This design comes from an exercise in tuning for small area on the open sky130 flow, not from production work.
Function was checked by simulation only, so behaviour that the tests miss may differ from the original.
Power is estimated from default activity; no workload was simulated.

// pxc_decoder
module pxc_decoder (
    input             clk,
    input             rst,
    input             start,
    input      [3:0]  op,
    input      [4:0]  fmt,
    input      [10:0] width,
    input      [10:0] height,
    input      [23:0] in_len,
    output            busy,
    output            done,
    output     [2:0]  sel_codec,
    output reg        sel_ov,
    output reg        sel_lr,
    output reg [1:0]  err,
    output reg [10:0] err_info,
    output reg        w_rsvd,
    output reg        w_dim,
    output reg        w_fmt,
    output reg        w_trunc,
    output reg        w_fallback,
    output reg [31:0] hdr,
    output            in_re,
    output     [21:0] in_addr,
    input      [31:0] in_rdata,
    output            pal_re,
    output     [7:0]  pal_raddr,
    input      [31:0] pal_rdata,
    output            pal_we,
    output     [7:0]  pal_waddr,
    output     [31:0] pal_wdata,
    output            out_we,
    output     [21:0] out_addr,
    output     [31:0] out_data
);
    localparam [4:0]
        S_IDLE   = 5'd0,
        S_FIN    = 5'd1,
        S_CHK    = 5'd2,     
        S_CHK2   = 5'd3,     
        S_HDR    = 5'd4,     
        S_MUL    = 5'd5,     
        S_DEC1   = 5'd6,     
        S_RINIT  = 5'd7,
        S_RA2    = 5'd8,     
        S_RC2    = 5'd9,     
        S_RA3    = 5'd10,    
        S_RC3    = 5'd11,    
        S_RA4    = 5'd12,    
        S_RC4    = 5'd13,    
        S_POST   = 5'd14,
        S_PLINIT = 5'd15,
        S_PLCHK  = 5'd16,    
        S_PRD    = 5'd17,    
        S_PWR    = 5'd18,    
        S_DINIT  = 5'd19,
        S_DADD   = 5'd20,    
        S_PX     = 5'd21,    
        S_CLO    = 5'd22,    
        S_R1     = 5'd23,    
        S_CHI    = 5'd24,    
        S_R2     = 5'd25,    
        S_IX     = 5'd26,    
        S_WR     = 5'd27,    
        S_END    = 5'd28,
        S_HR     = 5'd29,    
  ...
For scale: about 160 flip-flops, roughly 310 I/O pins, roughly 12000 um2 of cells after synthesis.
export LEC_CHECK = 0
export ABC_AREA = 1
export CAP_MARGIN = 20
export CORE_MARGIN = 2
export CORE_UTILIZATION = 40
export SLEW_MARGIN = 20
create_clock -name core_clock -period 10.0 [get_ports {clk}]
standard.sh (not shown) runs the stock make flow with config.mk's settings and CLKGATE_MAP_FILE= SYNTH_SCRIPT=/design/flow/synth_recipe.tcl, a recipe that flattens the netlist after the stock synthesis.
==> flow/flow/run.sh <==
#!/bin/bash
# The standard layout (standard.sh: the standard synthesis and ORFS flow), with these
# changes to how the layout is built:
#  - global placement buffers every port with the smallest buffer, buf_1, instead of
#    the default choice; every input and output port still gets its own buffer;
#  - placement is not timing driven; the synthesis buffers are removed before it
#    (flow/pre_gpl.tcl), as timing-driven placement would do;
#  - clock tree synthesis builds the tree from clkbuf_8 and adds no dummy loads;
# make's full output goes to make_finish.log here; each ORFS step keeps its own log
# under orfs/logs.
set -euo pipefail
here=$(pwd)
bash standard.sh \
  "BUFFER_PORTS_ARGS=-buffer_cell sky130_fd_sc_hd__buf_1" \
  "GPL_TIMING_DRIVEN=0" \
  "PRE_GLOBAL_PLACE_TCL=$here/flow/pre_gpl.tcl" \
  "CTS_ARGS=-sink_clustering_enable -repair_clock_nets -dont_use_dummy_load -buf_list sky130_fd_sc_hd__clkbuf_8" \
  finish > make_finish.log 2>&1
==> flow/flow/pre_gpl.tcl <==
# Before global placement: take out the buffers synthesis inserted (the standard flow
# does this only for timing-driven placement); ports are buffered right after this.
remove_buffers
Change:
--- a/flow/design.v
+++ b/flow/design.v
@@ -36,15 +36,14 @@
     localparam [4:0]
         S_IDLE   = 5'd0,
         S_FIN    = 5'd1,
         S_CHK    = 5'd2,     
         S_CHK2   = 5'd3,     
         S_HDR    = 5'd4,     
         S_MUL    = 5'd5,     
-        S_DEC1   = 5'd6,     
         S_RINIT  = 5'd7,
         S_RA2    = 5'd8,     
         S_RC2    = 5'd9,     
         S_RA3    = 5'd10,    
         S_RC3    = 5'd11,    
         S_RA4    = 5'd12,    
         S_RC4    = 5'd13,    
@@ -268,15 +267,15 @@
                 S_IDLE, S_FIN: begin
                     if (start) begin
                         op_r       <= op;
                         fmt_r      <= fmt;
                         w_r        <= width;
                         h_r        <= height;
                         len_r      <= in_len;
-                        c          <= 23'd0;
+                        c          <= 23'h7FFFFF;
                         codec      <= 3'd0;
                         sel_ov     <= 1'b0;
                         sel_lr     <= 1'b0;
                         err        <= 2'd0;
                         w_rsvd     <= 1'b0;
                         w_dim      <= 1'b0;
                         w_fmt      <= 1'b0;
@@ -311,24 +310,20 @@
                     h_r    <= in_rdata[31:21];
                     w_rsvd <= (in_rdata[7:5] != 3'd0);
                     w_fmt  <= in_rdata[4] | (in_rdata[3] & (in_rdata[2] | (in_rdata[1] & in_rdata[0])));
                     state  <= S_MUL;
                 end
                 S_MUL: begin
                     if (h_zero) begin
-                        state <= S_DEC1;
+                        state <= S_RINIT;
                     end else begin
                         c   <= c_sum;
                         h_r <= h_dec;
                     end
                 end
-                S_DEC1: begin
-                    c     <= c_sum;
-                    state <= S_RINIT;
-                end
                 S_RINIT: begin
                     w_dim <= is10 & c[22];
                     if (op_r[3] | (op_r[2:0] == 3'd0)) begin
                         h_r   <= 11'd15;
                         state <= S_RA2;
                     end else begin
                         codec <= op_r[2:0];
=> The new run passed the timing, design-rule and antenna checks; global-route usage went up by 0.38 points; synthesized cell count came out lower by 6.5%; total power fell by 33%; combinational power drops by 54%; final area came out lower by 0.85%; routed wire length decreases by 2.3%; setup slack is better by 0.14 ns; register-to-register slack gets better by 0.14 ns; non-clock buffer count rises by 4; hold slack improves by 0.029 ns; cell count went down by 4.8%; via count went down by 4.5%; clock skew goes up by 0.010 ns; core utilization is higher by 0.84 points.

[separate check: timing with driven ports]
In the flow no input, the clock included, has a driving cell. The finished layouts below were timed again as built, in two steps.
Step 1: set_driving_cell puts a clkbuf_16 on clk and a buf_2 on each other input, an assumption about the parent block.
Step 2 also shifts input and output timing later by t, the mid clock arrival at the registers, as if the neighbouring blocks saw the same clock.
Three values: ideal, step 1, step 2; two values: the first two.
run	t, ns	setup WS [ns]	worst hold slack (ns)	clock arrival spread, ns	worst slew at a driven data input, ns
the first run	0.512	0.449 / 0.449 / 0.449	0.461 / 0.461 / 0.461	0.035 / 0.035	0.06
the second run	0.506	0.587 / 0.587 / 0.587	0.489 / 0.489 / 0.489	0.046 / 0.047	0.08
After both steps every run listed still meets setup and hold.
